Context: an optimization exercise on an open-source flow, tuned for small area, a short achievable clock period and few clock cycles per item. The choices shown serve that exercise and are no tape-out recipe. Only simulation tests tie the RTL to the original design; equivalence was not proved.

==> flow/design.v <==
module nru_mulsh_add #(parameter W = 8) (
    input  wire [W-1:0] x,
    input  wire [W-1:0] y,
    output wire [W-1:0] s
);
    wire [W-1:0] g0 = x & y;
    wire [W-1:0] p0 = x ^ y;
    reg  [W-1:0] g, p, gn, pn;
    integer i, l;
    always @* begin
        g = g0;
        p = p0;
        for (l = 0; (1 << l) < W; l = l + 1) begin
            gn = g;
            pn = p;
            for (i = 0; i < W; i = i + 1)
                if (((i >> l) & 1) == 1) begin
                    gn[i] = g[i] | (p[i] & g[((i >> l) << l) - 1]);
                    pn[i] = p[i] & p[((i >> l) << l) - 1];
                end
            g = gn;
            p = pn;
        end
    end
    assign s = p0 ^ {g[W-2:0], 1'b0};
endmodule
module nru_mulsh (
    input  wire         clk,
    input  wire         rst_n,       
    input  wire         start,
    input  wire         op,          
    input  wire [63:0]  a,           
    input  wire [63:0]  m_hi,        
    input  wire [63:0]  m_lo,        
    input  wire [7:0]   j,           
    output wire         ready,
    output reg          done,
    output wire [63:0]  res_hi,
    output wire [63:0]  res_lo
);
    localparam K  = 16;          
    localparam NR = K / 2;       
    localparam NS = 64 / K;      
    localparam IW = (NS > 4) ? 3 : (NS > 2) ? 2 : 1;  
    reg          busy;
    reg          fin;        
    reg  [IW-1:0] idx;       
    reg  [NR-1:0] sel1;      
    reg  [NR-1:0] sel2;      
    reg  [NR-1:0] neg;       
    reg  [63:0]  x;          
    reg  [127:0] mc;         
    reg  [7:0]   r_sh;       
    reg  [191:0] acc_s;      
    reg  [191:0] acc_c;      
    reg          first;      
    reg          r_topb;     
    assign ready = !busy;
    function [IW:0] nchunks(input [63:0] v);
        integer i;
        begin
            nchunks = 0;
            for (i = 0; i < NS; i = i + 1)
                if (|v[K*i +: K]) nchunks = i + 1;
        end
    endfunction
    function [3*NR-1:0] booth(input [63:0] v, input [IW-1:0] c);
        reg [K:0] t;
        integer i;
        begin
            t = {v[K*c +: K], (c == 0) ? 1'b0 : v[K*c - 1]};
            for (i = 0; i < NR; i = i + 1) begin
                booth[2*NR + i] = t[2*i + 1] ^ t[2*i];
                booth[NR + i]   = (t[2*i + 2] & ~t[2*i + 1] & ~t[2*i]) |
                                  (~t[2*i + 2] & t[2*i + 1] & t[2*i]);
                booth[i]        = t[2*i + 2];
            end
        end
    endfunction
    function [6:0] bitlen(input [63:0] v);
        integer i;
        begin
            bitlen = 7'd0;
            for (i = 0; i < 64; i = i + 1)
                if (v[i]) bitlen = i + 1;
        end
    endfunction
    wire [IW:0]  na   = nchunks(a);
    wire [IW:0]  nb   = nchunks(m_lo);
    wire         swap = !op && (nb < na);
    wire [IW:0]  n    = swap ? nb : na;
    wire [63:0]  xin  = swap ? m_lo : a;
    wire [63:0]  min  = swap ? a : m_lo;
    wire [127:0] mcin = op ? {m_hi, m_lo} : {64'd0, min};
    wire [IW-1:0] ntop = n[IW-1:0] - 1'b1;
    wire         zero = (n == 0) || (op && j[7] && (j[6:0] >= bitlen(a)));
    wire         topb = xin[K*ntop + K - 1];
    wire [128:0] mc2 = {mc, 1'b0};
    wire [128:0] mc1 = {1'b0, mc};
    wire [191:0] pp [0:NR-1];
    genvar gi;
    generate
        for (gi = 0; gi < NR; gi = gi + 1) begin : g_pp
            wire [128:0] mag = ({129{sel1[gi]}} & mc1) | ({129{sel2[gi]}} & mc2);
            wire [129:0] one = {neg[gi], mag ^ {129{neg[gi]}}};
            if (gi == 0)
                assign pp[gi] = {{(192 - 133){1'b0}}, ~neg[gi], neg[gi], neg[gi], one};
            else if (gi < NR - 1)
                assign pp[gi] = {{(192 - 132 - 2*gi){1'b0}}, 1'b1, ~neg[gi], one, {(2*gi){1'b0}}};
            else
                assign pp[gi] = {{(192 - 132 - 2*gi){1'b1}}, 1'b1, ~neg[gi], one, {(2*gi){1'b0}}};
        end
    endgenerate
    wire [K-1:0] negs;
    generate
        for (gi = 0; gi < NR; gi = gi + 1) begin : g_neg
            assign negs[2*gi]     = neg[gi];
            assign negs[2*gi + 1] = 1'b0;
        end
    endgenerate
    wire [191:0] as = {acc_s[191-K:0], negs};
    wire [191:0] ac = {acc_c[191-K:0] | {{(64-K){1'b0}}, mc & {128{first & r_topb}}}, {K{1'b0}}};
    function [383:0] csa(input [191:0] p, input [191:0] q, input [191:0] r);
        csa = {((p & q) | (p & r) | (q & r)) << 1, p ^ q ^ r};
    endfunction
    wire [191:0] ns, nc;
    generate
        if (NR == 4) begin : g_t6
            wire [191:0] s1, c1, s2, c2, s3, c3;
            assign {c1, s1} = csa(pp[0], pp[1], pp[2]);
            assign {c2, s2} = csa(pp[3], as, ac);
            assign {c3, s3} = csa(s1, c1, s2);
            assign {nc, ns} = csa(s3, c3, c2);
        end else begin : g_t10
            wire [191:0] s1, c1, s2, c2, s3, c3, s4, c4, s5, c5, s6, c6, s7, c7;
            assign {c1, s1} = csa(pp[0], pp[1], pp[2]);
            assign {c2, s2} = csa(pp[3], pp[4], pp[5]);
            assign {c3, s3} = csa(pp[6], pp[7], as);
            assign {c4, s4} = csa(s1, c1, s2);
            assign {c5, s5} = csa(c2, s3, c3);
            assign {c6, s6} = csa(s4, c4, s5);
            assign {c7, s7} = csa(c5, ac, c6);
            assign {nc, ns} = csa(s6, s7, c7);
        end
    endgenerate
    wire [191:0] sum;
    nru_mulsh_add #(.W(192)) u_add (.x(acc_s), .y(acc_c), .s(sum));
    reg  [127:0] sumw;
    always @* begin
        case (r_sh[7:6])
            2'd0:    sumw = sum[127:0];
            2'd1:    sumw = sum[191:64];
            2'd2:    sumw = {64'd0, sum[191:128]};
            default: sumw = 128'd0;
        endcase
    end
    wire [3*NR-1:0] bin = booth(xin, ntop);
    wire [3*NR-1:0] bnx = booth(x, idx);
    wire         take = !busy && start;      
    always @(posedge clk) begin
        acc_c <= take ? 192'd0 : nc;
        first <= take;
        r_topb <= topb;
        {sel1, sel2, neg} <= take ? bin : bnx;
        idx   <= take ? ntop - 1'b1 : idx - 1'b1;
    end
    always @(posedge clk) begin
        if (!rst_n) begin
            busy <= 1'b0;
            fin  <= 1'b0;
            done <= 1'b0;
        end else begin
            done <= 1'b0;
            if (take) begin
                x     <= xin;
                mc    <= mcin;
                r_sh  <= op ? j : 8'd0;
                acc_s <= 192'd0;
                if (zero)
                    done <= 1'b1;
                else
                    busy <= 1'b1;
            end else if (busy) begin
                if (fin) begin
                    acc_s <= {sum[191:128], sumw};
                    fin   <= 1'b0;
                    busy  <= 1'b0;
                    done  <= 1'b1;
                end else begin
                    acc_s <= ns;
                    if (idx == {IW{1'b1}})
                        fin <= 1'b1;
                end
            end
        end
    end
    assign res_hi = acc_s[127:64];
    wire [126:0] shifted = acc_s[126:0] >> r_sh[5:0];
    assign res_lo = shifted[63:0];
endmodule
export LEC_CHECK = 0
export CAP_MARGIN = 20
export CORE_MARGIN = 2
export CORE_UTILIZATION = 55
export SETUP_SLACK_MARGIN = 1.5
export SLEW_MARGIN = 20
create_clock -name core_clock -period 6.5 [get_ports {clk}]
standard.sh (not shown) runs the stock make flow with config.mk's settings and CLKGATE_MAP_FILE= SYNTH_SCRIPT=/design/flow/synth_recipe.tcl, a recipe that flattens the netlist after the stock synthesis.
==> flow/flow/run.sh <==
#!/bin/bash
# Layout: the standard flow (standard.sh) unchanged, except that buffer_ports puts a
# buf_4 on each input and output port instead of its default pick (clkdlybuf4s50_1, a
# slow delay cell). make's full output goes to standard.log; ORFS keeps each step's own
# log under orfs/logs/.
set -euo pipefail
export BUFFER_PORTS_ARGS="-buffer_cell sky130_fd_sc_hd__buf_4"
bash standard.sh > standard.log 2>&1
The first run completed with no timing, DRC or antenna violations.
Testbench counts at the start, summed over its fixed seeds: cycles 17,871, items 4,800.
Rerun with:
==> flow/run.sh (new file) <==
#!/bin/bash
# synth_recipe.tcl (not shown) runs the flow's synth.tcl, then flattens the netlist and writes it again
# the make line also repeats each setting of config.mk as NAME=value (left out here)
make -C /OpenROAD-flow-scripts/flow DESIGN_CONFIG=/design/flow/config.mk WORK_HOME=/design/flow/orfs CLKGATE_MAP_FILE= SYNTH_SCRIPT=/design/flow/synth_recipe.tcl finish
removed: flow/flow/run.sh
removed: flow/standard.sh
After rerunning:
- The new run finished clean
- worst setup slack loses 0.021 ns
- critical path depth is unchanged
- via count hardly moves

## static timing again, ports no longer ideal
No port has a modelled driver above. Below, the same layouts with a new extraction and two added sets of constraints.
Step 1 assumes that a clkbuf_16 drives the clock port and a buf_2 every other input.
Step 2 also shifts input and output timing later by t, the mid clock arrival at the registers, as if the neighbouring blocks saw the same clock.
a / b / c = ideal ports / drivers / drivers and shift; a / b = the first two.
| run | shift t [ns] | slack for setup (ns) | worst slew at a driven data input, ns |
|---|---|---|---|
| the first run | 0.841 | 1.441 / 1.441 / 0.933 | 0.09 |
| the second run | 0.824 | 1.420 / 1.333 / 0.742 | 0.10 |
After both steps setup and hold are still met in every run listed. For the second run, which loses most, drivers alone change the setup slack by -0.087 ns; drivers and shift together by -0.678 ns.
